This design comes from an exercise in tuning for small area on the open sky130 flow, not from production work.
RTL that was checked went through simulation tests only; none was proved equivalent to the original.
Only the layout flow was run in runs 1 to 3; the RTL was not checked for function there.
No activity file was given, so power comes from the tool's default toggle rates.

$ cat flow/run.sh
#!/bin/bash
# synth_recipe.tcl (not shown) runs the flow's synth.tcl, then flattens the netlist and writes it again
# the make line also repeats each setting of config.mk as NAME=value (left out here)
make -C /OpenROAD-flow-scripts/flow DESIGN_CONFIG=/design/flow/config.mk WORK_HOME=/design/flow/orfs CLKGATE_MAP_FILE= SYNTH_SCRIPT=/design/flow/synth_recipe.tcl finish
$ cat flow/config.mk
export PLATFORM = sky130hd
export DESIGN_NAME = sbus_core
export DESIGN_NICKNAME = sbus_core
export VERILOG_FILES = /design/flow/design.v
export SDC_FILE = /design/flow/constraint.sdc
export NUM_CORES = 4
export LEC_CHECK = 0
export ABC_AREA = 1
export CAP_MARGIN = 0
export CORE_MARGIN = 2
export CORE_UTILIZATION = 60
export CTS_BUF_LIST = sky130_fd_sc_hd__clkbuf_4
export CTS_CLUSTER_SIZE = 20
export PLACE_DENSITY = 0.7
export SLEW_MARGIN = 0
$ cat flow/constraint.sdc
create_clock -name core_clock -period 40.0 [get_ports {clk}]
set_input_delay 8.0000 -clock core_clock [delete_from_list [all_inputs] [get_ports {clk}]]
set_output_delay 8.0000 -clock core_clock [all_outputs]
set_load 0.01 [all_outputs]
$ cat flow/design.v
module sbus_decoder (
    input  wire         clk,
    input  wire         rst,
    input  wire         in_valid,
    input  wire [7:0]   in_data,
    output wire         commit,        
    output wire [175:0] payload,       
    output wire [7:0]   status         
);
    reg  [4:0] cnt;                    
    reg  [7:0] sr [0:22];
    integer    p;
    always @(posedge clk) begin
        if (in_valid) begin
            sr[0] <= in_data;
            for (p = 1; p < 23; p = p + 1)
                sr[p] <= sr[p - 1];
        end
    end
    genvar g;
    generate
        for (g = 0; g < 22; g = g + 1) begin : g_pl
            assign payload[8*g +: 8] = sr[22 - g];
        end
    endgenerate
    assign status = sr[0];
    wire last = (cnt == 5'd24);
    assign commit = in_valid && last && (in_data == 8'h00);
    reg [4:0] rcnt;
    always @* begin
        rcnt = (in_data == 8'h0F) ? 5'd1 : 5'd0;
        for (p = 0; p < 23; p = p + 1)
            if (sr[p] == 8'h0F)
                rcnt = p + 2;
    end
    always @(posedge clk) begin
        if (rst)
            cnt <= 5'd0;
        else if (in_valid) begin
            if (cnt == 5'd0)
                cnt <= (in_data == 8'h0F) ? 5'd1 : 5'd0;
            else if (!last)
                cnt <= cnt + 5'd1;
            else if (in_data == 8'h00)
                cnt <= 5'd0;
            else
                cnt <= rcnt;
        end
    end
endmodule
module sbus_store (
    input  wire         clk,
    input  wire         rst,
    input  wire         commit,
    input  wire [175:0] payload,
    input  wire [7:0]   status,
    input  wire [4:0]   rd_idx,
    output reg  [10:0]  rd_data,
    output wire         failsafe_o,
    output wire [31:0]  lost_count_o
);
    reg  [175:0] ch;
    reg          ch17, ch18;
    reg          loaded;
    reg          failsafe;
    reg  [31:0]  lost_count;
    always @(posedge clk) begin
        if (commit) begin
            ch   <= payload;
            ch17 <= status[0];
            ch18 <= status[1];
        end
    end
    always @(posedge clk) begin
        if (rst) begin
            loaded     <= 1'b0;
            failsafe   <= 1'b0;
            lost_count <= 32'd0;
        end else if (commit) begin
            loaded     <= 1'b1;
            failsafe   <= status[3];
            if (status[2])
                lost_count <= lost_count + 32'd1;
        end
    end
    always @* begin
        case (rd_idx)
            5'd1: rd_data = ch[10:0];
            5'd2: rd_data = ch[21:11];
            5'd3: rd_data = ch[32:22];
            5'd4: rd_data = ch[43:33];
            5'd5: rd_data = ch[54:44];
            5'd6: rd_data = ch[65:55];
            5'd7: rd_data = ch[76:66];
            5'd8: rd_data = ch[87:77];
            5'd9: rd_data = ch[98:88];
            5'd10: rd_data = ch[109:99];
            5'd11: rd_data = ch[120:110];
            5'd12: rd_data = ch[131:121];
            5'd13: rd_data = ch[142:132];
            5'd14: rd_data = ch[153:143];
            5'd15: rd_data = ch[164:154];
            5'd16: rd_data = ch[175:165];
            5'd17: rd_data = {11{ch17}};
            5'd18: rd_data = {11{ch18}};
            default: rd_data = 11'd0;
        endcase
        if (!loaded)
            rd_data = 11'd0;
    end
    assign failsafe_o   = failsafe;
    assign lost_count_o = lost_count;
endmodule
module sbus_scaler (
    input  wire [10:0] raw,
    output reg  [7:0]  axis
);
    wire [5:0] h = raw[10:5];
    wire [4:0] l = raw[4:0];
    reg  [12:0] a;
    always @* begin
        case (h)
            6'd5: a = 13'd8164;
            6'd6: a = 13'd131;
            6'd7: a = 13'd290;
            6'd8: a = 13'd450;
            6'd9: a = 13'd609;
            6'd10: a = 13'd768;
            6'd11: a = 13'd928;
            6'd12: a = 13'd1087;
            6'd13: a = 13'd1246;
            6'd14: a = 13'd1405;
            6'd15: a = 13'd1565;
            6'd16: a = 13'd1724;
            6'd17: a = 13'd1883;
            6'd18: a = 13'd2043;
            6'd19: a = 13'd2202;
            6'd20: a = 13'd2361;
            6'd21: a = 13'd2520;
            6'd22: a = 13'd2680;
            6'd23: a = 13'd2839;
            6'd24: a = 13'd2998;
            6'd25: a = 13'd3158;
            6'd26: a = 13'd3317;
            6'd27: a = 13'd3476;
            6'd28: a = 13'd3635;
            6'd29: a = 13'd3795;
            6'd30: a = 13'd3954;
            6'd31: a = 13'd4083;
            6'd32: a = 13'd4241;
            6'd33: a = 13'd4401;
            6'd34: a = 13'd4560;
            6'd35: a = 13'd4719;
            6'd36: a = 13'd4878;
            6'd37: a = 13'd5038;
            6'd38: a = 13'd5197;
            6'd39: a = 13'd5356;
            6'd40: a = 13'd5516;
            6'd41: a = 13'd5675;
            6'd42: a = 13'd5834;
            6'd43: a = 13'd5993;
            6'd44: a = 13'd6153;
            6'd45: a = 13'd6312;
            6'd46: a = 13'd6471;
            6'd47: a = 13'd6631;
            6'd48: a = 13'd6790;
            6'd49: a = 13'd6949;
            6'd50: a = 13'd7108;
            6'd51: a = 13'd7268;
            6'd52: a = 13'd7427;
            6'd53: a = 13'd7586;
            6'd54: a = 13'd7746;
            6'd55: a = 13'd7905;
            6'd56: a = 13'd8065;
            default: a = 13'bx;
        endcase
    end
    wire [12:0] sum = a + 5 * l;
    always @* begin
        if (raw < 11'd172)
            axis = 8'h81;
        else if (raw > 11'd1811)
            axis = 8'h7F;
        else if (raw >= 11'd989 && raw <= 11'd1001)
            axis = 8'h00;
        else
            axis = sum[12:5] ^ 8'h80;
    end
endmodule
module sbus_wake_arbiter (
    input  wire clk,
    input  wire rst,
    input  wire commit,
    input  wire tick,
    input  wire p_wait,
    output wire wake_out,
    output wire wake_cause      
);
    reg       wake, waiting;
    reg [6:0] ticks;
    wire sig     = wake | commit;
    wire timeout = tick & (ticks == 7'b0110100);
    assign wake_out   = (waiting & (sig | timeout)) | (p_wait & sig);
    assign wake_cause = waiting & ~sig & timeout;
    always @(posedge clk) begin
        if (rst) begin
            wake    <= 1'b0;
            waiting <= 1'b0;
        end else begin
            wake    <= sig & ~waiting & ~p_wait;
            waiting <= ~sig & ((waiting & ~timeout) | p_wait);
        end
    end
    always @(posedge clk) begin
        if (p_wait)
            ticks <= 7'b1111111;
        else if (tick)
            ticks <= {ticks[5:0], ticks[6] ^ ticks[5]};
    end
endmodule
module sbus_core (
    input  wire        clk,
    input  wire        rst,
    input  wire        in_valid,
    input  wire [7:0]  in_data,
    output wire        frame_complete,
    input  wire [4:0]  rd_idx,
    output wire [10:0] rd_data,
    output wire        failsafe_o,
    output wire [31:0] lost_count_o,
    input  wire [10:0] scale_in,
    output wire [7:0]  scale_out,
    input  wire        tick,
    input  wire        p_wait,
    output wire        wake_out,
    output wire        wake_cause
);
    wire         commit;
    wire [175:0] payload;
    wire [7:0]   status;
    sbus_decoder u_decoder (
        .clk      (clk),
        .rst      (rst),
        .in_valid (in_valid),
        .in_data  (in_data),
        .commit   (commit),
        .payload  (payload),
        .status   (status)
    );
    sbus_store u_store (
        .clk          (clk),
        .rst          (rst),
        .commit       (commit),
        .payload      (payload),
        .status       (status),
        .rd_idx       (rd_idx),
        .rd_data      (rd_data),
        .failsafe_o   (failsafe_o),
        .lost_count_o (lost_count_o)
    );
    sbus_scaler u_scaler (
        .raw  (scale_in),
        .axis (scale_out)
    );
    sbus_wake_arbiter u_arbiter (
        .clk        (clk),
        .rst        (rst),
        .commit     (commit),
        .tick       (tick),
        .p_wait     (p_wait),
        .wake_out   (wake_out),
        .wake_cause (wake_cause)
    );
    assign frame_complete = commit;
endmodule
==> impl_metrics.py, run 1 <==
metrics = {
    "outcome": {
        "status": "finished clean",
    },
    "clocking": {
        "insertion_delay_ns": 0.74,
        "cts.path.max_buffers": 3,
        "tritoncts": "done",
        "clkSinkCount": 410,
        "postCtsSetupRepairBufs": 0,
        "clock-root-buffer": "clkbuf_4",
        "cts_buffers": 98,
        "cts_max_level": 3,
        "postCtsHoldBufs": 0,
        "path_clk_slew_ns": 0.07,
        "cts_resized": 0,
    },
    "worst_setup_path": {
        "worstSetupStartpointType": "primary input",
        "cp-end-kind": "primary output",
        "path_delay_family": "buffers and inverters",
        "crit_path_max_fanout": 17,
        "cp.required_ns": 32.00,
        "crit_path_cell_trace": "clkdlybuf4s50_1 -> inv_1 -> o21ai_0 -> o21ai_0 -> o21bai_1 -> a31oi_1 -> ha_1 -> nand3_1 -> a21oi_1 -> a21oi_1 -> nor2_1 -> a211oi_1 -> nor2_2 -> nand2_1 -> a21oi_2 -> nand3_1 -> or2_1 -> nand2_1 -> nand3_1 -> o21ai_1 -> clkdlybuf4s50_1",
        "worstSetupPathType": "primary input to primary output",
        "crit_top_cell": "nand3_1",
        "critPathArrivalTime_ns": 12.44,
        "crit_slowest_cell": "clkdlybuf4s50_1",
        "max_stage_delay_ns": 0.69,
        "path_buf_inv": 3,
    },
    "power_and_ir_drop": {
        "switching_power_mw": 0.200,
        "seq_power_share_pct": 57.2,
        "power.leakage_nw": 6.62,
        "ir_drop_uv": 19.8,
        "comb_power_share_pct": 5.4,
        "p_clk_share_pct": 37.5,
        "switching_share_pct": 23.4,
        "powerDensity_mw_per_mm2": 45.2,
        "p_int_mw": 0.655,
    },
    "global_routing": {
        "grt_max_degree": 79,
        "grt_overflow": 0,
        "antenna_found_initial": 1,
        "grt_pass1_vias": 10662,
        "track_usage_pct": 26.8,
        "grt_pass1_wl_mm": 58.0,
    },
    "die": {
        "die_x_um": 170,
        "dieArea_sq_mm": 0.0289,
        "rows": 60,
        "start_util_pct": 61.2,
        "ios": 84,
        "die_h_um": 170,
        "core-area_sq_mm": 0.0270,
    },
    "route": {
        "drc": 0,
        "drtIter0Drc": 1058,
        "viasPerCell": 5.87,
        "route.vias.total": 10973,
        "drt_pass1_iterations": 7,
        "post_drt_wl_per_cell_um": 20.3,
        "routed_wl_mm": 37.9,
        "antenna_left": 0,
    },
    "sta": {
        "min_period_ns": 20.44,
        "worstMarginPinSlew_ns": 1.02,
        "rsz0062_at_grt": "no",
        "hold_violations": 0,
        "report.final.slew_viol_count": 0,
        "slew_headroom_pct": 31.5,
        "min_period_over_period_pct": 51.1,
        "tns_ns": 0,
        "skew_ns": 0.0600,
        "setup_viol": 0,
        "fmax_ghz": 0.0489,
    },
    "synthesis": {
        "syn_avg_cell_area_sq_um": 12.8,
        "ys_top_cells_by_area": "edfxtp_1 (66%), dfxtp_1 (5.8%), nand2_1 (4.2%)",
        "synth_top_family_by_area": "simple AND/OR/NAND/NOR gates",
        "synth_compound_area_share_pct": 9.62,
        "netlist_instances": 1293,
        "synth_edf_count": 362,
        "synth_mux_area_share_pct": 0,
        "yosys.area_share.simple_pct": 13.1,
        "synth_top_cell_by_area": "edfxtp_1",
        "synth_xor_area_share_pct": 0.477,
        "synth-seq-cells": 410,
        "yosysTopAreaCellShare_pct": 65.7,
        "yosysUniqueCellTypes": 57,
        "yosys_warnings": 5,
        "synth_fa_ha_area_share_pct": 1.79,
        "syn-num-nets": 1345,
        "async_reset_ff_share_pct": 0,
        "ys.flop_type": "edfxtp_1",
        "ys_seq_area_share_pct": 71.6,
        "synthesis.area_sq_mm": 0.0165,
    },
    "placed_design": {
        "dp_hpwl_mm": 26.2,
        "placedCellCount": 1693,
        "placed_area_sq_mm": 0.0177,
        "io_buffer_count": 83,
        "routabilityCongestion": 0.887,
    },
    "flow_run": {
        "cap_violations": 0,
    },
    "cells_and_area": {
        "n_fill_cell": 1932,
        "layout_common_cells": "edfxtp_1 (362), nand2_1 (187), clkbuf_4 (129)",
        "drive_above_1_share_pct": 11.7,
        "nets": 1504,
        "fin_area_sq_mm": 0.0189,
        "final_common_cell": "edfxtp_1",
        "instances_no_fill": 1869,
        "syn_to_final_growth_pct": 14.5,
    },
    "worst_hold_path": {
        "min_path_type": "flip-flop to flip-flop",
    },
}
-- area by class of cell --
class | count | area (sq um) | area share [%]
sequential | 410 | 11800 | 62.5
antenna | 1 | 2.50 | 0.0132
clock buffer | 129 | 968 | 5.12
tap | 341 | 427 | 2.25
multi-input combinational | 733 | 4140 | 21.9
clock inverter | 46 | 226 | 1.20
inverter | 120 | 457 | 2.41
timing repair buffer | 89 | 877 | 4.63
-- cell usage after synthesis, drive strengths merged, types with 9 or more instances --
cell type  count
a221oi        40
nand4         26
nor3          37
a21oi         55
nand2        189
and2           9
nor4          18
clkbuf        28
a22o          22
edfxtp       362
ha            22
o21ai         55
nor2         128
dfxtp         48
a32o          14
inv          119
or4            9
nand3         42
-- metrics by stage --
stage	util, %	hold WS, ns	power, mW	setup slack [ns]
3_3_place_gp	65.6	0.431	0.543	19.70
2_1_floorplan	-	0.417	0.519	19.35
6_report	70.0	0.436	0.855	19.56
4_1_cts	70.0	0.429	0.861	19.58
3_5_place_dp	65.6	0.437	0.543	19.62
5_1_grt	70.0	0.442	0.888	19.06
-- layer usage --
layer	share of wire (%)	track usage [%]	wire length, um	up-vias
met3	7.6	6.26	2870	77
li1	-	-	-	5173
met4	2.7	10.3	1040	0
met2	47	43.2	17900	488
met5	0	0	0	-
met1	42	35.7	16100	5235
-- worst reg2reg max path: cells and delay by family (launching register included) --
kind | cells | cell delay [ns]
buffers and inverters | 5 | 2.31
AND/OR/NAND/NOR | 2 | 0.41
flip-flops | 1 | 0.32
adder cells (fa/ha/maj) | 1 | 0.23
-- power groups by stage --
stage / Sequential [mW] / Combinational, mW / Clock (mW)
after global placement: 0.497 / 0.0453 / 0
after global routing: 0.490 / 0.0512 / 0.347
after CTS: 0.489 / 0.0459 / 0.327
final: 0.489 / 0.0460 / 0.320
after floorplan: 0.493 / 0.0259 / 0
after detailed placement: 0.498 / 0.0457 / 0
-- logic make-up (layout without fill, tap and decap cells) --
| logic type | after synthesis | after routing |
|---|---|---|
| simple gates | 470 | 470 |
| flops | 410 | 410 |
| compound gates | 231 | 231 |
| buf+inv | 150 | 384 |
| fa+ha+maj | 23 | 23 |
| xor+xnor | 9 | 9 |
| other cells | 0 | 1 |
-- final timing paths --
kind	start	endpoint	slack (ns)	cells past startpoint
hold reg to reg	u_decoder.sr[2][4]	u_decoder.sr[3][4]	0.44	0
setup reg to reg	u_decoder.cnt[0]	u_store.ch[94]	36.31	8
hold / removal	u_decoder.sr[2][4]	u_decoder.sr[3][4]	0.44	0
setup / recovery	scale_in[8]	scale_out[7]	19.56	21
-- sequential cells by signal, summed over array words and instances, names as in the netlist --
register            count
u_store.ch            176
u_decoder.cnt           5
u_store.failsafe        1
u_store.loaded          1
u_decoder.sr          184
u_arbiter.ticks         7
u_arbiter.wake          1
u_store.ch17            1
u_store.lost_count     32
u_store.ch18            1
u_arbiter.waiting       1
==> inputs of run 2 (changes only) <==
--- a/flow/config.mk
+++ b/flow/config.mk
@@ -9,7 +9,8 @@
 export CAP_MARGIN = 0
 export CORE_MARGIN = 2
 export CORE_UTILIZATION = 60
-export CTS_BUF_LIST = sky130_fd_sc_hd__clkbuf_4
+export CTS_BUF_LIST = sky130_fd_sc_hd__clkbuf_8
+export CTS_CLUSTER_DIAMETER = 60
 export CTS_CLUSTER_SIZE = 20
 export PLACE_DENSITY = 0.7
 export SLEW_MARGIN = 0
==> run 2 against run 1 <==
Against the previous run:
- global-route usage shrank 1.2 points
- power shrank 11%
- die area is the same
- register-to-register slack is essentially flat
- wire length shrank 2.5%
- hold slack gained 0.026 ns
- first-iteration DRC count shrank 3.4%
- count of clock-buffer cells in the layout shrank 100
- setup slack gained 0.024 ns
- via count shrank 4.9%
- sequential power is essentially flat
- non-clock buffer count is the same
- critical endpoint unchanged
- largest cell class unchanged
==> impl_metrics.py, run 2 <==
metrics = {
    "cells_and_area": {
        "fin_area_sq_mm": 0.0183,
        "n_fill_cell": 1935,
        "final_common_cell": "edfxtp_1",
        "layout_common_cells": "edfxtp_1 (362), nand2_1 (187), nor2_1 (120)",
        "largest_registers": "u_decoder.sr: 184 flops, u_store.ch: 176 flops, u_store.lost_count: 32 flops",
        "final_core_util_pct": 67.9,
        "top_register": "u_decoder.sr",
        "nets": 1435,
        "drive_above_1_share_pct": 5.56,
        "antennaDiodeCount": 0,
        "largest_reg_flops": 184,
        "syn_to_final_growth_pct": 10.9,
        "instances_no_fill": 1744,
    },
    "clocking": {
        "cts_max_level": 1,
        "tritoncts": "done",
        "insertion_delay_ns": 0.63,
        "cts.path.max_buffers": 3,
        "cts_buffers": 29,
        "postCtsHoldBufs": 0,
        "postCtsSetupRepairBufs": 0,
        "path_clk_slew_ns": 0.12,
        "cts_resized": 0,
        "clock-root-buffer": "clkbuf_8",
        "clkSinkCount": 410,
    },
    "synthesis": {
        "synth_edf_count": 362,
        "synth-seq-cells": 410,
        "yosysUniqueCellTypes": 57,
        "synth_top_cell_by_area": "edfxtp_1",
        "yosysTopAreaCellShare_pct": 65.7,
        "ys.flop_type": "edfxtp_1",
        "yosys-top-cells-count": "edfxtp_1 (362), nand2_1 (187), nor2_1 (120), inv_1 (114), a21oi_1 (54)",
        "ys_seq_area_share_pct": 71.6,
        "syn_avg_cell_area_sq_um": 12.8,
        "synthesis.area_sq_mm": 0.0165,
        "syn-num-nets": 1345,
        "synth.most_common_cell": "edfxtp_1",
        "async_reset_ff_share_pct": 0,
        "yosys_warnings": 5,
        "netlist_instances": 1293,
        "ys_top_cells_by_area": "edfxtp_1 (66%), dfxtp_1 (5.8%), nand2_1 (4.2%)",
    },
    "worst_setup_path": {
        "crit_path_max_fanout": 17,
        "crit_slowest_cell": "clkdlybuf4s50_1",
        "cp.required_ns": 32.00,
        "worstSetupStartpointType": "primary input",
        "crit_top_cell": "nand3_1",
        "max_stage_delay_ns": 0.69,
        "path_delay_family": "buffers and inverters",
        "crit_path_cell_trace": "clkdlybuf4s50_1 -> inv_1 -> o21ai_0 -> o21ai_0 -> o21bai_1 -> a31oi_1 -> ha_1 -> nand3_1 -> a21oi_1 -> a21oi_1 -> nor2_1 -> a211oi_1 -> nor2_2 -> nand2_1 -> a21oi_2 -> nand3_1 -> or2_1 -> nand2_1 -> nand3_1 -> o21ai_1 -> clkdlybuf4s50_1",
        "critPathArrivalTime_ns": 12.41,
        "path_buf_inv": 3,
        "worstSetupPathType": "primary input to primary output",
        "cp-end-kind": "primary output",
    },
    "power_and_ir_drop": {
        "p_clk_share_pct": 29.5,
        "power.leakage_nw": 6.22,
        "ir_drop_uv": 33.7,
        "comb_power_share_pct": 6.1,
        "switching_power_mw": 0.176,
        "switching_share_pct": 23.2,
        "power_mw": 0.758,
        "p_int_mw": 0.582,
        "powerDensity_mw_per_mm2": 41.3,
        "seq_power_share_pct": 64.4,
    },
    "placed_design": {
        "dp_slack_ns": 19.62,
        "io_buffer_count": 83,
        "routabilityCongestion": 0.887,
        "placed_area_sq_mm": 0.0177,
        "placedCellCount": 1693,
        "dp_hpwl_mm": 26.2,
    },
    "sta": {
        "tns_ns": 0,
        "min_period_over_period_pct": 51.0,
        "skew_ns": 0.0466,
        "setup_ws_ns": 19.59,
        "min_period_ns": 20.41,
        "setup_viol": 0,
        "hold_slack_ns": 0.462,
        "fmax_ghz": 0.0490,
        "worstMarginPinSlew_ns": 1.09,
        "hold_violations": 0,
        "rsz0062_at_grt": "no",
        "report.final.slew_viol_count": 0,
        "slew_headroom_pct": 27.0,
    },
    "route": {
        "drtIter0Drc": 1022,
        "viasPerCell": 5.98,
        "drt_pass1_iterations": 5,
        "antenna_left": 0,
        "post_drt_wl_per_cell_um": 21.2,
        "routed_wl_mm": 36.9,
        "drc": 0,
        "route.vias.total": 10436,
    },
    "die": {
        "core-area_sq_mm": 0.0270,
        "die_x_um": 170,
        "ios": 84,
        "dieArea_sq_mm": 0.0289,
        "start_util_pct": 61.2,
        "die_h_um": 170,
        "rows": 60,
    },
    "global_routing": {
        "track_usage_pct": 25.6,
        "grt_pass1_vias": 9915,
        "grt_overflow": 0,
        "grt_max_degree": 79,
        "antenna_found_initial": 0,
        "grt_pass1_wl_mm": 55.9,
    },
    "flow_run": {
        "cap_violations": 0,
    },
    "worst_hold_path": {
        "min_path_type": "flip-flop to flip-flop",
    },
    "outcome": {
        "status": "finished clean",
    },
}
run 2: cell counts after synthesis:
No cell type changed its count.
run 2: layer usage:
layer | global-route usage (%) | share of wire, %
met3 | 3.74 | 6.9
met1 | 36.1 | 43
met4 | 7.43 | 2.8
met5 | 0 | 0
met2 | 42.1 | 47
run 2: cell families after synthesis:
| group | share of synthesized area, % |
|---|---|
| buffers and inverters | 3.43 |
| flip-flops | 71.6 |
| AO/OA/AOI/OAI | 9.62 |
| adder cells (fa/ha/maj) | 1.79 |
| XOR/XNOR | 0.477 |
| AND/OR/NAND/NOR | 13.1 |
run 2: final timing paths:
kind | from | end | slack (ns) | cells after the start
setup / recovery | scale_in[8] | scale_out[7] | 19.59 | 21
hold / removal | u_decoder.sr[0][5] | u_decoder.sr[1][5] | 0.46 | 0
setup reg to reg | u_decoder.cnt[0] | u_store.ch[94] | 36.32 | 8
hold reg to reg | u_decoder.sr[0][5] | u_decoder.sr[1][5] | 0.46 | 0
run 2: final cells by class:
| type | count | area (sq um) | area share (%) |
|---|---|---|---|
| sequential | 410 | 11800 | 64.5 |
| inverter | 120 | 457 | 2.49 |
| clock inverter | 22 | 218 | 1.19 |
| multi-input combinational | 733 | 4140 | 22.5 |
| tap | 341 | 427 | 2.33 |
| timing repair buffer | 89 | 877 | 4.78 |
| clock buffer | 29 | 399 | 2.18 |
run 2: worst register-to-register path, delay by kind of cell (launching register included):
kind	cells	cell delay, ns
and+or+nand+nor	2	0.41
adders and majority gates	1	0.23
buffers and inverters	5	2.33
DFF	1	0.34
run 2: power groups by stage:
stage | registers (mW) | clock network (mW) | logic (mW)
2_1_floorplan | 0.493 | 0 | 0.0259
3_3_place_gp | 0.497 | 0 | 0.0453
3_5_place_dp | 0.498 | 0 | 0.0457
4_1_cts | 0.488 | 0.228 | 0.0458
5_1_grt | 0.490 | 0.241 | 0.0512
6_report | 0.488 | 0.224 | 0.0460
==> inputs of run 3 (changes only) <==
--- a/flow/config.mk
+++ b/flow/config.mk
@@ -8,9 +8,9 @@
 export ABC_AREA = 1
 export CAP_MARGIN = 0
 export CORE_MARGIN = 2
-export CORE_UTILIZATION = 60
+export CORE_UTILIZATION = 70
 export CTS_BUF_LIST = sky130_fd_sc_hd__clkbuf_8
-export CTS_CLUSTER_DIAMETER = 60
-export CTS_CLUSTER_SIZE = 20
-export PLACE_DENSITY = 0.7
+export CTS_CLUSTER_DIAMETER = 40
+export CTS_CLUSTER_SIZE = 24
+export PLACE_DENSITY = 0.8
 export SLEW_MARGIN = 0
==> run 3 against run 2 <==
Against the previous run:
- register-to-register slack better by 0.39 ns
- die area down 14%
- via count up 4.5%
- critical path type unchanged
- clock skew up 0.0064 ns
- global-route usage up 5.0 points
- sequential power about the same
- synthesized cell count unchanged
- non-clock buffer count down 2
- design area up 1.1%
- critical path depth unchanged
==> impl_metrics.py, run 3 <==
metrics = {
    "sta": {
        "hold_violations": 0,
        "min_period_ns": 20.29,
        "slew_headroom_pct": 27.7,
        "hold_slack_ns": 0.461,
        "fmax_ghz": 0.0493,
        "skew_ns": 0.0530,
        "rsz0062_at_grt": "no",
        "setup_ws_ns": 19.71,
        "setup_viol": 0,
        "min_period_over_period_pct": 50.7,
        "report.final.slew_viol_count": 0,
        "worstMarginPinSlew_ns": 1.08,
        "tns_ns": 0,
    },
    "synthesis": {
        "netlist_instances": 1293,
        "yosysTopAreaCellShare_pct": 65.7,
        "ys_top_cells_by_area": "edfxtp_1 (66%), dfxtp_1 (5.8%), nand2_1 (4.2%)",
        "syn-num-nets": 1345,
        "async_reset_ff_share_pct": 0,
        "synth_mux_area_share_pct": 0,
        "synth_top_cell_by_area": "edfxtp_1",
        "synth-seq-cells": 410,
        "yosys-top-cells-count": "edfxtp_1 (362), nand2_1 (187), nor2_1 (120), inv_1 (114), a21oi_1 (54)",
        "syn_avg_cell_area_sq_um": 12.8,
        "ys.flop_type": "edfxtp_1",
        "synth_xor_area_share_pct": 0.477,
        "synthesis.area_sq_mm": 0.0165,
        "yosysUniqueCellTypes": 57,
        "synth_fa_ha_area_share_pct": 1.79,
        "yosys_warnings": 5,
        "synth_compound_area_share_pct": 9.62,
        "yosys.area_share.simple_pct": 13.1,
        "synth_edf_count": 362,
        "synth.most_common_cell": "edfxtp_1",
        "ys_seq_area_share_pct": 71.6,
        "synth_top_family_by_area": "simple AND/OR/NAND/NOR gates",
    },
    "route": {
        "drtIter0Drc": 1215,
        "wl_met3_mm": 3.75,
        "met1_length_mm": 14.5,
        "viasPerCell": 6.28,
        "routed_wl_mm": 37.5,
        "route.vias.total": 10909,
        "drc": 0,
        "post_drt_wl_per_cell_um": 21.6,
        "drt_pass1_iterations": 6,
        "wl_met2_mm": 17.8,
        "top_layer_used": "met4",
        "antenna_left": 0,
    },
    "worst_setup_path": {
        "r2r_slack_ns": 36.71,
        "worstSetupPathType": "primary input to primary output",
        "worstSetupStartpointType": "primary input",
        "crit_path_cell_trace": "clkdlybuf4s50_1 -> inv_1 -> o21ai_0 -> o21ai_0 -> o21bai_1 -> a31oi_1 -> ha_1 -> nand3_1 -> a21oi_1 -> a21oi_1 -> nor2_1 -> a211oi_1 -> nor2_2 -> nand2_1 -> a21oi_2 -> nand3_1 -> or2_1 -> nand2_1 -> nand3_1 -> o21ai_1 -> clkdlybuf4s50_1",
        "crit_path_max_fanout": 17,
        "cp-end-kind": "primary output",
        "path_delay_family": "buffers and inverters",
        "cp.required_ns": 32.00,
        "path_buf_inv": 3,
        "crit_top_cell": "nand3_1",
        "crit_slowest_cell": "clkdlybuf4s50_1",
        "max_stage_delay_ns": 0.67,
        "critPathArrivalTime_ns": 12.29,
    },
    "placed_design": {
        "dp_hpwl_mm": 26.0,
        "io_buffer_count": 83,
        "placed_area_sq_mm": 0.0177,
        "dp_slack_ns": 19.75,
        "routabilityCongestion": 0.899,
    },
    "clocking": {
        "postCtsSetupRepairBufs": 0,
        "cts_max_level": 2,
        "tritoncts": "done",
        "insertion_delay_ns": 0.60,
        "cts_buffers": 38,
        "path_clk_slew_ns": 0.11,
        "postCtsHoldBufs": 0,
        "clock-root-buffer": "clkbuf_8",
        "cts_resized": 0,
        "clkSinkCount": 410,
        "cts.path.max_buffers": 3,
    },
    "flow_run": {
        "cap_violations": 0,
    },
    "global_routing": {
        "grt_max_degree": 103,
        "grt_overflow": 0,
        "grt_pass1_vias": 10300,
        "antenna_found_initial": 0,
        "track_usage_pct": 30.6,
        "grt_pass1_wl_mm": 56.9,
    },
    "cells_and_area": {
        "syn_to_final_growth_pct": 12.2,
        "final_core_util_pct": 79.5,
        "final_common_cell": "edfxtp_1",
        "fin_area_sq_mm": 0.0185,
        "top_register": "u_decoder.sr",
        "layout_common_cells": "edfxtp_1 (362), nand2_1 (187), nor2_1 (120)",
        "antennaDiodeCount": 0,
        "nets": 1442,
        "n_fill_cell": 1363,
        "largest_registers": "u_decoder.sr: 184 flops, u_store.ch: 176 flops, u_store.lost_count: 32 flops",
        "drive_above_1_share_pct": 6.98,
        "largest_reg_flops": 184,
    },
    "die": {
        "dieArea_sq_mm": 0.0249,
        "die_x_um": 158,
        "rows": 56,
        "ios": 84,
        "start_util_pct": 70.9,
        "die_h_um": 158,
        "core-area_sq_mm": 0.0233,
    },
    "worst_hold_path": {
        "min_path_type": "flip-flop to flip-flop",
    },
    "power_and_ir_drop": {
        "switching_power_mw": 0.192,
        "powerDensity_mw_per_mm2": 43.5,
        "ir_drop_uv": 30.3,
        "comb_power_share_pct": 5.7,
        "switching_share_pct": 23.8,
        "seq_power_share_pct": 60.5,
        "p_clk_share_pct": 33.8,
        "p_int_mw": 0.615,
        "power.leakage_nw": 6.32,
    },
    "outcome": {
        "status": "finished clean",
    },
}
[run 3: worst paths after layout]
check | from | end | cells after the start
setup / recovery | scale_in[8] | scale_out[7] | 21
hold / removal | u_decoder.sr[15][7] | u_decoder.sr[16][7] | 0
setup reg to reg | u_decoder.cnt[0] | u_store.ch[19] | 7
hold reg to reg | u_decoder.sr[15][7] | u_decoder.sr[16][7] | 0
[run 3: per-layer routing]
| metal | track usage, % | vias to the layer above |
|---|---|---|
| met5 | 0 | - |
| met4 | 12.0 | 0 |
| met3 | 6.49 | 91 |
| met2 | 49.0 | 624 |
| met1 | 41.7 | 5209 |
| li1 | - | 4985 |
[run 3: power by group through the flow]
stage / clock [mW] / sequential [mW] / combinational, mW
after floorplan: 0 / 0.493 / 0.0259
after CTS: 0.276 / 0.488 / 0.0453
after detailed placement: 0 / 0.498 / 0.0450
after global routing: 0.291 / 0.490 / 0.0508
final: 0.273 / 0.489 / 0.0457
after global placement: 0 / 0.497 / 0.0444
[run 3: cell type report]
type,count,area (sq um),area share [%]
sequential,410,11800,63.8
multi-input combinational,733,4140,22.3
timing repair buffer,87,862,4.65
clock buffer,38,523,2.82
inverter,120,457,2.46
tap,319,399,2.15
clock inverter,31,339,1.83
[run 3: cell families (layout without fill, tap and decap cells)]
group / count (synthesis) / count (layout)
and+or+nand+nor: 470 / 470
DFF: 410 / 410
AOI/OAI and AO/OA: 231 / 231
buffers and inverters: 150 / 276
adders and majority gates: 23 / 23
xor gates and xnor gates: 9 / 9
[run 3: worst register-to-register path, cell delays in order, from the launching register on]
cell	delay [ns]
dfxtp_1	0.34
inv_1	0.09
ha_1	0.22
nand4_4	0.15
clkinv_2	0.13
nand3_1	0.26
inv_6	0.74
buf_4	0.93
[run 3: stage by stage]
step | power (mW) | instances
2_1_floorplan | 0.519 | 1293
3_3_place_gp | 0.542 | 1669
3_5_place_dp | 0.543 | 1669
4_1_cts | 0.810 | 1738
5_1_grt | 0.832 | 1738
6_report | 0.807 | 1738
==> inputs of run 4 (changes only) <==
--- a/flow/design.v
+++ b/flow/design.v
@@ -197,11 +197,11 @@
     output wire wake_cause      
 );
     reg       wake, waiting;
-    reg [6:0] ticks;
+    reg [6:0] ticks;            
     wire sig     = wake | commit;
-    wire timeout = tick & (ticks == 7'b0110100);
+    wire timeout = tick & (ticks == 7'd99);
     assign wake_out   = (waiting & (sig | timeout)) | (p_wait & sig);
-    assign wake_cause = waiting & ~sig & timeout;
+    assign wake_cause = ~sig;
     always @(posedge clk) begin
         if (rst) begin
             wake    <= 1'b0;
@@ -213,9 +213,9 @@
     end
     always @(posedge clk) begin
         if (p_wait)
-            ticks <= 7'b1111111;
+            ticks <= 7'd0;
         else if (tick)
-            ticks <= {ticks[5:0], ticks[6] ^ ticks[5]};
+            ticks <= ticks + 7'd1;
     end
 endmodule
 module sbus_core (
==> flow/config.mk (replaced) <==
export PLATFORM = sky130hd
export DESIGN_NAME = sbus_core
export DESIGN_NICKNAME = sbus_core
export VERILOG_FILES = /design/flow/design.v
export SDC_FILE = /design/flow/constraint.sdc
export NUM_CORES = 4
export LEC_CHECK = 0
export ABC_AREA = 1
export CAP_MARGIN = 0
export CORE_MARGIN = 2
export CORE_UTILIZATION = 50
export PLACE_DENSITY = 0.6
export SLEW_MARGIN = 0
==> run 4 against run 3 <==
Against the previous run:
- via count fell by 1.5%
- critical path depth rose by 2
- global-route usage fell by 7.3 points
- design area rose by 4.3%
- setup slack got worse by 0.30 ns
- wire length rose by 3.7%
- still clean on timing, DRC and antenna
- critical endpoint is now scale_out[6]
==> impl_metrics.py, run 4 <==
metrics = {
    "global_routing": {
        "grt_pass1_vias": 10714,
        "grt_pass1_wl_mm": 61.2,
        "grt_max_degree": 181,
        "antenna_found_initial": 0,
        "grt_overflow": 0,
        "track_usage_pct": 23.3,
    },
    "flow_run": {
        "cap_violations": 0,
    },
    "outcome": {
        "status": "finished clean",
    },
    "sta": {
        "rsz0062_at_grt": "no",
        "min_period_over_period_pct": 51.5,
        "min_period_ns": 20.59,
        "tns_ns": 0,
        "fmax_ghz": 0.0486,
        "hold_slack_ns": 0.445,
        "slew_headroom_pct": 24.7,
        "worstMarginPinSlew_ns": 1.13,
        "report.final.slew_viol_count": 0,
        "setup_viol": 0,
        "skew_ns": 0.0245,
        "setup_ws_ns": 19.41,
        "hold_violations": 0,
    },
    "route": {
        "drc": 0,
        "viasPerCell": 5.65,
        "antenna_left": 0,
        "routed_wl_mm": 38.9,
        "drtIter0Drc": 1012,
        "post_drt_wl_per_cell_um": 20.4,
        "drt_pass1_iterations": 7,
        "route.vias.total": 10750,
    },
    "synthesis": {
        "yosys_warnings": 5,
        "synthesis.area_sq_mm": 0.0166,
        "yosys-top-cells-count": "edfxtp_1 (362), nand2_1 (190), inv_1 (125), nor2_1 (124), a21oi_1 (59)",
        "syn-num-nets": 1373,
        "synth_edf_count": 362,
        "ys_seq_area_share_pct": 71.2,
        "ys_top_cells_by_area": "edfxtp_1 (65%), dfxtp_1 (5.8%), nand2_1 (4.3%)",
        "synth_top_cell_by_area": "edfxtp_1",
        "yosysUniqueCellTypes": 59,
        "synth-seq-cells": 410,
        "syn_avg_cell_area_sq_um": 12.6,
        "async_reset_ff_share_pct": 0,
        "ys.flop_type": "edfxtp_1",
        "netlist_instances": 1322,
        "synth.most_common_cell": "edfxtp_1",
        "yosysTopAreaCellShare_pct": 65.4,
    },
    "worst_setup_path": {
        "rr_startpoint": "u_decoder.cnt[0]",
        "crit_slowest_cell": "clkdlybuf4s50_1",
        "path_delay_family": "compound AO/OA/AOI/OAI gates",
        "cp-end-kind": "primary output",
        "crit_top_cell": "a21oi_1",
        "path_buf_inv": 6,
        "critPathArrivalTime_ns": 12.59,
        "crit_path_cell_trace": "clkdlybuf4s50_1 -> inv_1 -> o21ai_0 -> o21ai_0 -> a31oi_1 -> a21oi_1 -> a21oi_1 -> ha_1 -> nand2_1 -> a31oi_1 -> o2111ai_1 -> nand2_1 -> a21oi_1 -> inv_1 -> a21oi_1 -> inv_1 -> nand3_1 -> inv_1 -> o21ai_0 -> nor3_1 -> nand3b_1 -> a21oi_1 -> clkdlybuf4s50_1",
        "crit_start": "scale_in[7]",
        "crit_path_max_fanout": 17,
        "worstSetupStartpointType": "primary input",
        "worstSetupPathType": "primary input to primary output",
        "max_stage_delay_ns": 0.84,
        "r2r_slack_ns": 37.10,
        "cp.required_ns": 32.00,
    },
    "clocking": {
        "cts_resized": 0,
        "cts.path.max_buffers": 3,
        "clock-root-buffer": "clkbuf_16",
        "path_clk_slew_ns": 0.06,
        "tritoncts": "done",
        "insertion_delay_ns": 0.55,
        "postCtsHoldBufs": 0,
        "postCtsSetupRepairBufs": 0,
        "cts_buffers": 43,
        "clkSinkCount": 410,
        "cts_max_level": 2,
    },
    "cells_and_area": {
        "top_register": "u_decoder.sr",
        "nets": 1478,
        "layout_common_cells": "edfxtp_1 (362), nand2_1 (190), inv_1 (125)",
        "drive_above_1_share_pct": 6.91,
        "final_common_cell": "edfxtp_1",
        "syn_to_final_growth_pct": 16.5,
        "antennaDiodeCount": 0,
        "largest_reg_flops": 184,
        "largest_registers": "u_decoder.sr: 184 flops, u_store.ch: 176 flops, u_store.lost_count: 32 flops",
    },
    "worst_hold_path": {
        "min_path_type": "flip-flop to flip-flop",
        "worstHoldStart": "u_decoder.sr[22][5]",
    },
    "die": {
        "die_x_um": 186,
        "ios": 84,
        "die_h_um": 186,
        "start_util_pct": 50.9,
        "rows": 66,
        "core-area_sq_mm": 0.0326,
        "dieArea_sq_mm": 0.0347,
    },
    "placed_design": {
        "dp_hpwl_mm": 27.1,
        "io_buffer_count": 83,
        "routabilityCongestion": 0.842,
        "dp_slack_ns": 19.53,
    },
    "power_and_ir_drop": {
        "ir_drop_uv": 28.0,
        "powerDensity_mw_per_mm2": 47.7,
        "power.leakage_nw": 6.66,
    },
}
run 4: stage by stage:
stage | instances | util [%] | instance area [sq um] | power (mW)
floorplan | 1322 | - | 16600 | 0.518
global placement | 1824 | 55.1 | 18000 | 0.544
detailed placement | 1824 | 55.1 | 18000 | 0.544
CTS | 1903 | 59.3 | 19400 | 0.931
global route | 1903 | 59.3 | 19400 | 0.955
finish | 1903 | 59.3 | 19400 | 0.923
run 4: report_power, final:
part | switching, mW | total (mW) | leakage [nW] | internal [mW]
clock | 0.165 | 0.387 | 0.676 | 0.223
sequential | 0.00938 | 0.488 | 3.79 | 0.479
combinational | 0.0298 | 0.0474 | 2.19 | 0.0176
run 4: kinds of logic after synthesis:
kind of cell,Yosys count,synth area share (%)
xor gates and xnor gates,5,0.264
and+or+nand+nor,504,14.1
adders and majority gates,22,1.70
buffers and inverters,162,3.70
AOI/OAI and AO/OA,219,9.03
DFF,410,71.2
run 4: worst paths after layout:
path / endpoint / cells past startpoint
min reg2reg: u_store.ch[5] / 0
min: u_store.ch[5] / 0
max reg2reg: u_store.lost_count[29] / 14
max: scale_out[6] / 23
run 4: worst reg2reg max path, cell delays in order (launching register included):
cell and delay, ns:
dfxtp_1 0.33, inv_1 0.09, ha_1 0.19, nand4_2 0.21
inv_1 0.21, nand4_1 0.31, nor4_2 0.33, nand2_1 0.14
nor2_1 0.24, inv_1 0.12, nor2_1 0.14, nand2_1 0.12
nor3_2 0.16, xnor2_1 0.14, nor2_1 0.05
run 4: layout make-up:
class | count | area (sq um)
clock buffers | 54 | 1130
clock inverters | 25 | 264
fillers | 2629 | 13300
inverters | 129 | 485
multi-input cells | 750 | 4170
flip-flops and latches | 410 | 11800
well taps | 442 | 553
repair buffers | 93 | 920
run 4: routing by layer:
layer / up-vias / track usage (%) / routed length [um]
met5: - / 0 / 0
met4: 0 / 5.23 / 651
met3: 45 / 3.91 / 2170
met2: 329 / 38.6 / 18700
met1: 5290 / 32.6 / 17400
li1: 5086 / - / -
==> inputs of run 5 (changes only) <==
--- a/flow/design.v
+++ b/flow/design.v
@@ -115,67 +115,65 @@
     input  wire [10:0] raw,
     output reg  [7:0]  axis
 );
-    wire [5:0] h = raw[10:5];
-    wire [4:0] l = raw[4:0];
-    reg  [12:0] a;
-    always @* begin
-        case (h)
-            6'd5: a = 13'd8164;
-            6'd6: a = 13'd131;
-            6'd7: a = 13'd290;
-            6'd8: a = 13'd450;
-            6'd9: a = 13'd609;
-            6'd10: a = 13'd768;
-            6'd11: a = 13'd928;
-            6'd12: a = 13'd1087;
-            6'd13: a = 13'd1246;
-            6'd14: a = 13'd1405;
-            6'd15: a = 13'd1565;
-            6'd16: a = 13'd1724;
-            6'd17: a = 13'd1883;
-            6'd18: a = 13'd2043;
-            6'd19: a = 13'd2202;
-            6'd20: a = 13'd2361;
-            6'd21: a = 13'd2520;
-            6'd22: a = 13'd2680;
-            6'd23: a = 13'd2839;
-            6'd24: a = 13'd2998;
-            6'd25: a = 13'd3158;
-            6'd26: a = 13'd3317;
-            6'd27: a = 13'd3476;
-            6'd28: a = 13'd3635;
-            6'd29: a = 13'd3795;
-            6'd30: a = 13'd3954;
-            6'd31: a = 13'd4083;
-            6'd32: a = 13'd4241;
-            6'd33: a = 13'd4401;
-            6'd34: a = 13'd4560;
-            6'd35: a = 13'd4719;
-            6'd36: a = 13'd4878;
-            6'd37: a = 13'd5038;
-            6'd38: a = 13'd5197;
-            6'd39: a = 13'd5356;
-            6'd40: a = 13'd5516;
-            6'd41: a = 13'd5675;
-            6'd42: a = 13'd5834;
-            6'd43: a = 13'd5993;
-            6'd44: a = 13'd6153;
-            6'd45: a = 13'd6312;
-            6'd46: a = 13'd6471;
-            6'd47: a = 13'd6631;
-            6'd48: a = 13'd6790;
-            6'd49: a = 13'd6949;
-            6'd50: a = 13'd7108;
-            6'd51: a = 13'd7268;
-            6'd52: a = 13'd7427;
-            6'd53: a = 13'd7586;
-            6'd54: a = 13'd7746;
-            6'd55: a = 13'd7905;
-            6'd56: a = 13'd8065;
-            default: a = 13'bx;
+    reg [6:0] d;
+    always @* begin
+        case (raw[10:5])
+            6'd5: d = 7'd0;
+            6'd6: d = 7'd1;
+            6'd7: d = 7'd2;
+            6'd8: d = 7'd2;
+            6'd9: d = 7'd3;
+            6'd10: d = 7'd4;
+            6'd11: d = 7'd4;
+            6'd12: d = 7'd5;
+            6'd13: d = 7'd6;
+            6'd14: d = 7'd7;
+            6'd15: d = 7'd7;
+            6'd16: d = 7'd8;
+            6'd17: d = 7'd9;
+            6'd18: d = 7'd9;
+            6'd19: d = 7'd10;
+            6'd20: d = 7'd11;
+            6'd21: d = 7'd12;
+            6'd22: d = 7'd12;
+            6'd23: d = 7'd13;
+            6'd24: d = 7'd14;
+            6'd25: d = 7'd14;
+            6'd26: d = 7'd15;
+            6'd27: d = 7'd16;
+            6'd28: d = 7'd17;
+            6'd29: d = 7'd17;
+            6'd30: d = 7'd18;
+            6'd31: d = 7'd50;
+            6'd32: d = 7'd51;
+            6'd33: d = 7'd51;
+            6'd34: d = 7'd52;
+            6'd35: d = 7'd53;
+            6'd36: d = 7'd54;
+            6'd37: d = 7'd54;
+            6'd38: d = 7'd55;
+            6'd39: d = 7'd56;
+            6'd40: d = 7'd56;
+            6'd41: d = 7'd57;
+            6'd42: d = 7'd58;
+            6'd43: d = 7'd59;
+            6'd44: d = 7'd59;
+            6'd45: d = 7'd60;
+            6'd46: d = 7'd61;
+            6'd47: d = 7'd61;
+            6'd48: d = 7'd62;
+            6'd49: d = 7'd63;
+            6'd50: d = 7'd64;
+            6'd51: d = 7'd64;
+            6'd52: d = 7'd65;
+            6'd53: d = 7'd66;
+            6'd54: d = 7'd66;
+            6'd55: d = 7'd67;
+            6'd56: d = 7'd67;
+            default: d = 7'bx;
         endcase
     end
-    wire [12:0] sum = a + 5 * l;
+    wire [13:0] sum = {1'b0, raw, 2'b00} + {3'b000, raw} - 14'd828 - {7'd0, d};
     always @* begin
         if (raw < 11'd172)
             axis = 8'h81;
@@ -197,11 +195,11 @@
     output wire wake_cause      
 );
     reg       wake, waiting;
-    reg [6:0] ticks;            
+    reg [6:0] ticks;
     wire sig     = wake | commit;
-    wire timeout = tick & (ticks == 7'd99);
+    wire timeout = tick & (ticks == 7'b0110100);
     assign wake_out   = (waiting & (sig | timeout)) | (p_wait & sig);
-    assign wake_cause = ~sig;
+    assign wake_cause = waiting & ~sig & timeout;
     always @(posedge clk) begin
         if (rst) begin
             wake    <= 1'b0;
@@ -213,9 +211,9 @@
     end
     always @(posedge clk) begin
         if (p_wait)
-            ticks <= 7'd0;
+            ticks <= 7'b1111111;
         else if (tick)
-            ticks <= ticks + 7'd1;
+            ticks <= {ticks[5:0], ticks[6] ^ ticks[5]};
     end
 endmodule
 module sbus_core (
==> flow/flow/run.sh (new file) <==
#!/bin/bash
# The standard layout with three changes: the port buffers are buf_1 cells,
# clock tree synthesis inserts no dummy loads, and uses clkbuf_8 cells in
# clusters of at most 20 sinks.
set -euo pipefail
bash standard.sh \
  "BUFFER_PORTS_ARGS=-buffer_cell sky130_fd_sc_hd__buf_1" \
  "CTS_ARGS=-sink_clustering_enable -repair_clock_nets -buf_list sky130_fd_sc_hd__clkbuf_16 -sink_clustering_size 36 -sink_clustering_max_diameter 60 -dont_use_dummy_load" \
  finish > make_finish.log 2>&1
==> flow/standard.sh (new file) <==
#!/bin/bash
# synth_recipe.tcl (not shown) runs the flow's synth.tcl, then flattens the netlist and writes it again
# the make line also repeats each setting of config.mk as NAME=value (left out here)
make -C /OpenROAD-flow-scripts/flow DESIGN_CONFIG=/design/flow/config.mk WORK_HOME=/design/flow/orfs CLKGATE_MAP_FILE= SYNTH_SCRIPT=/design/flow/synth_recipe.tcl "${@:-finish}"
==> flow/config.mk (replaced) <==
export PLATFORM = sky130hd
export DESIGN_NAME = sbus_core
export DESIGN_NICKNAME = sbus_core
export VERILOG_FILES = /design/flow/design.v
export SDC_FILE = /design/flow/constraint.sdc
export NUM_CORES = 4
export LEC_CHECK = 0
export ABC_AREA = 0
export CAP_MARGIN = 0
export CORE_MARGIN = 2
export CORE_UTILIZATION = 70
export CTS_BUF_LIST = sky130_fd_sc_hd__clkbuf_8
export CTS_CLUSTER_DIAMETER = 50
export CTS_CLUSTER_SIZE = 20
export PLACE_DENSITY = 0.8
export SLEW_MARGIN = 0
removed: flow/run.sh
==> run 5 against run 4 <==
Against the previous run:
- die area down 30%
- sequential power about the same
- setup slack better by 0.0054 ns
- wire length up 1.8%
- area after synthesis down 2.5%
- final cell count down 23%
- largest power group unchanged
- highest routed layer unchanged
- register-to-register slack worse by 0.30 ns
- combinational power up 1%
- count of clock-buffer cells in the layout down 27
==> impl_metrics.py, run 5 <==
metrics = {
    "cells_and_area": {
        "top_register": "u_decoder.sr",
        "fin_area_sq_mm": 0.0175,
        "syn_to_final_growth_pct": 8.14,
        "final_common_cell": "edfxtp_1",
        "largest_registers": "u_decoder.sr: 184 flops, u_store.ch: 176 flops, u_store.lost_count: 32 flops",
        "layout_common_cells": "edfxtp_1 (362), nor2_1 (92), buf_1 (81)",
        "n_fill_cell": 1370,
        "largest_reg_flops": 184,
        "drive_above_1_share_pct": 4.91,
        "nets": 1248,
    },
    "placed_design": {
        "dp_hpwl_mm": 28.0,
        "routabilityCongestion": 1.03,
        "io_buffer_count": 83,
        "placed_area_sq_mm": 0.0168,
        "dp_slack_ns": 19.45,
    },
    "power_and_ir_drop": {
        "ir_drop_uv": 39.2,
        "power.leakage_nw": 5.69,
        "powerDensity_mw_per_mm2": 44.6,
    },
    "route": {
        "post_drt_wl_per_cell_um": 26.9,
        "drc": 0,
        "viasPerCell": 6.97,
        "routed_wl_mm": 39.6,
        "route.vias.total": 10227,
        "drtIter0Drc": 1673,
        "wl_met2_mm": 17.8,
        "wl_met3_mm": 5.22,
        "met1_length_mm": 15.0,
        "drt_pass1_iterations": 8,
        "antenna_left": 0,
        "top_layer_used": "met4",
    },
    "worst_hold_path": {
        "min_path_cells": 0,
        "min_path_type": "flip-flop to flip-flop",
        "worstHoldStart": "u_decoder.sr[4][4]",
        "min_to": "u_decoder.sr[5][4]",
    },
    "synthesis": {
        "synth-seq-cells": 410,
        "ys_top_cells_by_area": "edfxtp_1 (67%), dfxtp_1 (5.9%), a22oi_1 (3.0%)",
        "synth.most_common_cell": "edfxtp_1",
        "syn-num-nets": 1164,
        "ys.flop_type": "edfxtp_1",
        "syn_avg_cell_area_sq_um": 14.7,
        "yosys_warnings": 5,
        "synth_edf_count": 362,
        "async_reset_ff_share_pct": 0,
        "netlist_instances": 1099,
        "yosysTopAreaCellShare_pct": 67.1,
        "yosysUniqueCellTypes": 63,
        "synthesis.area_sq_mm": 0.0162,
        "yosys-top-cells-count": "edfxtp_1 (362), nor2_1 (92), a22oi_1 (65), nand2_1 (52), dfxtp_1 (48)",
        "synth_top_cell_by_area": "edfxtp_1",
        "ys_seq_area_share_pct": 73.0,
    },
    "global_routing": {
        "grt_pass1_vias": 9576,
        "antenna_found_initial": 1,
        "grt_overflow": 0,
        "grt_pass1_wl_mm": 58.1,
        "track_usage_pct": 32.7,
        "grt_max_degree": 81,
    },
    "clocking": {
        "clock-root-buffer": "clkbuf_16",
        "insertion_delay_ns": 0.57,
        "cts_max_level": 1,
        "cts_resized": 0,
        "postCtsHoldBufs": 0,
        "clkSinkCount": 410,
        "postCtsSetupRepairBufs": 0,
        "tritoncts": "done",
        "cts.path.max_buffers": 3,
        "path_clk_slew_ns": 0.10,
        "cts_buffers": 27,
    },
    "sta": {
        "hold_violations": 0,
        "fmax_ghz": 0.0486,
        "rsz0062_at_grt": "no",
        "min_period_ns": 20.58,
        "slew_headroom_pct": 19.4,
        "skew_ns": 0.0648,
        "report.final.slew_viol_count": 0,
        "worstMarginPinSlew_ns": 1.20,
        "setup_viol": 0,
        "min_period_over_period_pct": 51.5,
        "setup_ws_ns": 19.42,
        "tns_ns": 0,
    },
    "worst_setup_path": {
        "cp.required_ns": 32.00,
        "r2r.worst_path.cells": 11,
        "worstSetupPathType": "primary input to primary output",
        "r2r_end": "u_store.lost_count[19]",
        "rr_startpoint": "u_decoder.cnt[0]",
        "crit_path_max_fanout": 13,
        "critPathArrivalTime_ns": 12.58,
        "worstSetupStartpointType": "primary input",
        "r2r_slack_ns": 36.80,
        "cp-end-kind": "primary output",
    },
    "die": {
        "start_util_pct": 71.3,
        "core-area_sq_mm": 0.0227,
        "die_h_um": 156,
        "die_x_um": 156,
        "rows": 55,
        "dieArea_sq_mm": 0.0244,
        "ios": 84,
    },
    "flow_run": {
        "cap_violations": 0,
    },
    "outcome": {
        "status": "finished clean",
    },
}
## run 5: logic make-up (layout without fill, tap and decap cells)
group	after synthesis	after routing	synth area share, %
DFF	410	410	73.0
AOI/OAI and AO/OA	208	208	8.89
xor gates and xnor gates	34	34	1.84
buffers and inverters	76	158	1.81
muxes	5	5	0.309
other	0	2	0
and+or+nand+nor	330	330	11.0
adders and majority gates	36	36	3.10
## run 5: layer usage
layer	global-route usage, %	vias to the layer above
li1	-	4452
met1	47.1	4953
met2	49.2	710
met3	9.33	112
met4	10.9	0
met5	0	-
## run 5: power breakdown
part	internal [mW]	switching [mW]	leakage (nW)	total, mW
Combinational	0.0174	0.0307	1.57	0.0481
Clock	0.119	0.125	0.333	0.244
Sequential	0.479	0.00994	3.79	0.489
Total	0.615	0.165	5.69	0.780
## run 5: area by class of cell
type / instances / area [sq um] / share of cell area (%)
antenna: 2 / 5.00 / 0.0286
clock buffer: 27 / 676 / 3.86
inverter: 38 / 143 / 0.814
multi-input combinational: 613 / 4120 / 23.5
sequential: 410 / 11800 / 67.5
tap: 285 / 357 / 2.04
timing repair buffer: 93 / 392 / 2.24
## run 5: per-stage QoR
stage / hold slack (ns) / util (%) / instances / total power, mW
floorplan: 0.418 / - / 1099 / 0.523
CTS: 0.429 / 77.1 / 1466 / 0.781
global route: 0.430 / 77.1 / 1466 / 0.801
global placement: 0.421 / 74.1 / 1439 / 0.543
finish: 0.436 / 77.1 / 1468 / 0.780
detailed placement: 0.425 / 74.1 / 1439 / 0.545
## run 5: worst max-delay path by stage
stage                start           end  slack, ns
2_1_floorplan   in_data[5]      wake_out      16.67
4_1_cts        scale_in[6]  scale_out[4]      19.45
3_5_place_dp   scale_in[6]  scale_out[4]      19.45
5_1_grt        scale_in[7]  scale_out[7]      19.04
6_report       scale_in[6]  scale_out[7]      19.42
3_3_place_gp   scale_in[7]  scale_out[7]      19.59
## run 5: worst max-delay path: stages
cell and delay [ns]:
buf_1 0.52, ha_1 0.49, o22ai_1 0.11, a22oi_1 0.17, nor2_1 0.06, a21oi_1 0.17
fa_1 0.46, ha_1 0.32, ha_1 0.22, or4b_2 0.64, a211oi_1 0.24, nor3_1 0.14
a211oi_1 0.30, o31ai_1 0.16, a21oi_1 0.19, xor2_1 0.16, o21ai_0 0.08, buf_1 0.15
==> inputs of run 6 (changes only) <==
==> flow/flow/run.sh (replaced) <==
#!/bin/bash
# The standard layout with three changes: the port buffers are buf_1 cells,
# clock tree synthesis inserts no dummy loads, and uses clkbuf_8 cells in
# clusters of at most 20 sinks.
set -euo pipefail
bash standard.sh \
  "BUFFER_PORTS_ARGS=-buffer_cell sky130_fd_sc_hd__buf_1" \
  "CTS_ARGS=-sink_clustering_enable -repair_clock_nets -buf_list sky130_fd_sc_hd__clkbuf_8 -sink_clustering_size 24 -sink_clustering_max_diameter 50 -sink_buffer_max_cap_derate 0.03 -dont_use_dummy_load" \
  finish > make_finish.log 2>&1
==> run 6 against run 5 <==
Against the previous run:
- critical path type unchanged
- highest routed layer unchanged
- core utilization decreased by 0.88 points
- wire length decreased by 0.74%
- setup slack got worse by 0.024 ns
==> impl_metrics.py, run 6 <==
metrics = {
    "sta": {
        "fmax_ghz": 0.0485,
        "hold_violations": 0,
        "slew_headroom_pct": 26.7,
        "worstMarginPinSlew_ns": 1.10,
        "report.final.slew_viol_count": 0,
        "hold_slack_ns": 0.417,
        "tns_ns": 0,
        "setup_viol": 0,
        "skew_ns": 0.0670,
        "min_period_over_period_pct": 51.5,
        "min_period_ns": 20.61,
        "rsz0062_at_grt": "no",
    },
    "worst_setup_path": {
        "critPathArrivalTime_ns": 12.61,
        "crit_path_cell_trace": "buf_1 -> clkinv_1 -> a22oi_1 -> nor2_1 -> a21oi_1 -> fa_1 -> ha_1 -> ha_1 -> or4b_2 -> a211oi_1 -> nor3_1 -> a211oi_1 -> o21bai_1 -> xor2_1 -> nand2_1 -> a21boi_0 -> buf_1",
        "worstSetupStartpointType": "primary input",
        "path_depth": 17,
        "crit_end": "scale_out[4]",
        "max_stage_delay_ns": 0.64,
        "cp-end-kind": "primary output",
        "path_buf_inv": 3,
        "r2r.worst_path.cells": 11,
        "r2r_slack_ns": 36.82,
        "crit_start": "scale_in[7]",
        "r2r_end": "u_store.lost_count[29]",
        "cp.required_ns": 32.00,
        "path_delay_family": "compound AO/OA/AOI/OAI gates",
        "rr_startpoint": "u_decoder.cnt[0]",
        "crit_slowest_cell": "or4b_2",
        "worstSetupPathType": "primary input to primary output",
        "crit_path_max_fanout": 16,
    },
    "synthesis": {
        "syn_avg_cell_area_sq_um": 14.7,
        "syn-num-nets": 1164,
        "synth-seq-cells": 410,
        "synthesis.area_sq_mm": 0.0162,
        "synth.most_common_cell": "edfxtp_1",
        "yosys_warnings": 5,
        "yosysUniqueCellTypes": 63,
        "yosys-top-cells-count": "edfxtp_1 (362), nor2_1 (92), a22oi_1 (65), nand2_1 (52), dfxtp_1 (48)",
        "synth_edf_count": 362,
        "ys_seq_area_share_pct": 73.0,
        "ys.flop_type": "edfxtp_1",
        "netlist_instances": 1099,
        "synth_top_cell_by_area": "edfxtp_1",
        "ys_top_cells_by_area": "edfxtp_1 (67%), dfxtp_1 (5.9%), a22oi_1 (3.0%)",
        "async_reset_ff_share_pct": 0,
        "yosysTopAreaCellShare_pct": 67.1,
    },
    "cells_and_area": {
        "syn_to_final_growth_pct": 6.91,
        "antennaDiodeCount": 0,
        "largest_registers": "u_decoder.sr: 184 flops, u_store.ch: 176 flops, u_store.lost_count: 32 flops",
        "instances_no_fill": 1474,
        "drive_above_1_share_pct": 5.55,
        "final_core_util_pct": 76.3,
        "final_common_cell": "edfxtp_1",
        "nets": 1256,
        "largest_reg_flops": 184,
        "top_register": "u_decoder.sr",
        "n_fill_cell": 1392,
        "layout_common_cells": "edfxtp_1 (362), nor2_1 (92), buf_1 (81)",
    },
    "power_and_ir_drop": {
        "comb_power_share_pct": 6.5,
        "power_mw": 0.736,
        "power.leakage_nw": 5.61,
        "switching_power_mw": 0.161,
        "ir_drop_uv": 46.8,
        "switching_share_pct": 21.9,
        "p_int_mw": 0.574,
        "p_clk_share_pct": 27.1,
        "seq_power_share_pct": 66.4,
        "powerDensity_mw_per_mm2": 42.5,
    },
    "global_routing": {
        "grt_overflow": 0,
        "grt_max_degree": 81,
        "grt_pass1_vias": 9483,
        "antenna_found_initial": 0,
        "track_usage_pct": 32.6,
        "grt_pass1_wl_mm": 57.4,
    },
    "route": {
        "drc": 0,
        "antenna_left": 0,
        "drtIter0Drc": 1472,
        "viasPerCell": 6.92,
        "post_drt_wl_per_cell_um": 26.6,
        "route.vias.total": 10206,
        "routed_wl_mm": 39.3,
        "drt_pass1_iterations": 10,
    },
    "clocking": {
        "cts.path.max_buffers": 3,
        "clock-root-buffer": "clkbuf_8",
        "cts_buffers": 35,
        "clkSinkCount": 410,
        "insertion_delay_ns": 0.54,
        "tritoncts": "done",
        "postCtsHoldBufs": 0,
        "cts_max_level": 2,
        "postCtsSetupRepairBufs": 0,
        "cts_resized": 0,
        "path_clk_slew_ns": 0.10,
    },
    "outcome": {
        "status": "finished clean",
    },
    "placed_design": {
        "routabilityCongestion": 1.03,
        "placedCellCount": 1439,
        "dp_hpwl_mm": 28.0,
        "io_buffer_count": 83,
    },
    "die": {
        "die_h_um": 156,
        "start_util_pct": 71.3,
        "dieArea_sq_mm": 0.0244,
        "ios": 84,
        "rows": 55,
        "core-area_sq_mm": 0.0227,
        "die_x_um": 156,
    },
    "worst_hold_path": {
        "min_path_type": "flip-flop to flip-flop",
    },
    "flow_run": {
        "cap_violations": 0,
    },
}
==> run 6: power by group through the flow <==
stage	sequential [mW]	combinational, mW	clock (mW)
floorplan	0.493	0.0308	0
global placement	0.497	0.0463	0
detailed placement	0.498	0.0474	0
CTS	0.488	0.0475	0.202
global route	0.490	0.0532	0.214
finish	0.488	0.0479	0.200
==> run 6: metrics by stage <==
step                      setup slack (ns)  instance area (sq um)
after floorplan                      16.67                  16200
after global placement               19.59                  16800
after detailed placement             19.45                  16800
after CTS                            19.45                  17300
after global routing                 19.04                  17300
final                                19.39                  17300
==> run 6: cell type report <==
class / count / area (sq um) / share of cell area [%]
Clock buffer: 35 / 482 / 2.78
Inverter: 38 / 143 / 0.824
Multi-Input combinational cell: 613 / 4120 / 23.8
Sequential cell: 410 / 11800 / 68.3
Tap cell: 285 / 357 / 2.06
Timing Repair Buffer: 93 / 392 / 2.26
==> run 6: cell families after synthesis <==
family                   synth area share [%]
multiplexers                            0.309
adder cells (fa/ha/maj)                  3.10
flip-flops                               73.0
AND/OR/NAND/NOR                          11.0
AO/OA/AOI/OAI                            8.89
buffers and inverters                    1.81
XOR/XNOR                                 1.84
==> run 6: how the worst min path moves through the flow <==
stage	to	slack [ns]	start	depth (start not counted)
after floorplan	u_store.ch[0]	0.42	u_decoder.sr[22][0]	0
after global placement	u_store.ch[0]	0.42	u_decoder.sr[22][0]	0
after detailed placement	u_store.ch[3]	0.43	u_decoder.sr[22][3]	0
after CTS	u_store.ch[4]	0.42	u_decoder.sr[22][4]	0
after global routing	u_store.ch[4]	0.44	u_decoder.sr[22][4]	0
final	u_store.ch[4]	0.42	u_decoder.sr[22][4]	0
==> run 6: worst reg2reg max path, cell delays in order (launching register included) <==
cell and delay, ns:
dfxtp_1 0.37, inv_1 0.08, ha_1 0.15, nand4b_1 0.26
nor4_4 0.25, buf_4 0.57, and2_1 0.47, nand4_4 0.25
nor2_4 0.27, nand2_1 0.11, xor2_1 0.14, nor2_1 0.05
==> run 6: metal layers <==
| layer | share of wire (%) | wire (um) | GRT usage (%) | vias to the layer above |
|---|---|---|---|---|
| met2 | 44 | 17500 | 48.3 | 680 |
| met1 | 37 | 14600 | 45.3 | 4954 |
| li1 | - | - | - | 4453 |
| met3 | 14 | 5640 | 12.1 | 119 |
| met5 | 0 | 0 | 1.66 | - |
| met4 | 4.1 | 1590 | 11.1 | 0 |

-- port drivers added, routing unchanged --
No port has a modelled driver above. Below, the same layouts with a new extraction and two added sets of constraints. Step 1: set_driving_cell puts a clkbuf_16 on clk and a buf_2 on each other input, an assumption about the parent block. Step 2 moves the port delays by t, midway between the first and last clock arrival at a register: inputs arrive t later, outputs are due t later. That takes back most of the time a late clock gives input paths. a / b / c = ideal / step 1 / step 2; a / b = the first two.
run | shift t [ns] | setup WS [ns] | worst setup path after step 2 | worst register clock-pin slew, ns
run 1 | 0.758 | 19.562 / 19.541 / 19.541 | input to output | 0.08 / 0.08
run 2 | 0.653 | 19.585 / 19.564 / 19.564 | input to output | 0.12 / 0.12
run 3 | 0.614 | 19.714 / 19.694 / 19.694 | input to output | 0.11 / 0.11
run 4 | 0.590 | 19.413 / 19.388 / 19.388 | input to output | 0.06 / 0.06
run 5 | 0.592 | 19.418 / 19.393 / 19.393 | input to output | 0.11 / 0.11
run 6 | 0.561 | 19.394 / 19.368 / 19.368 | input to output | 0.11 / 0.11
After both steps setup and hold are still met in every run listed. The setup slack of run 6, which loses most, moves by -0.026 ns with the drivers and by -0.026 ns with both steps.
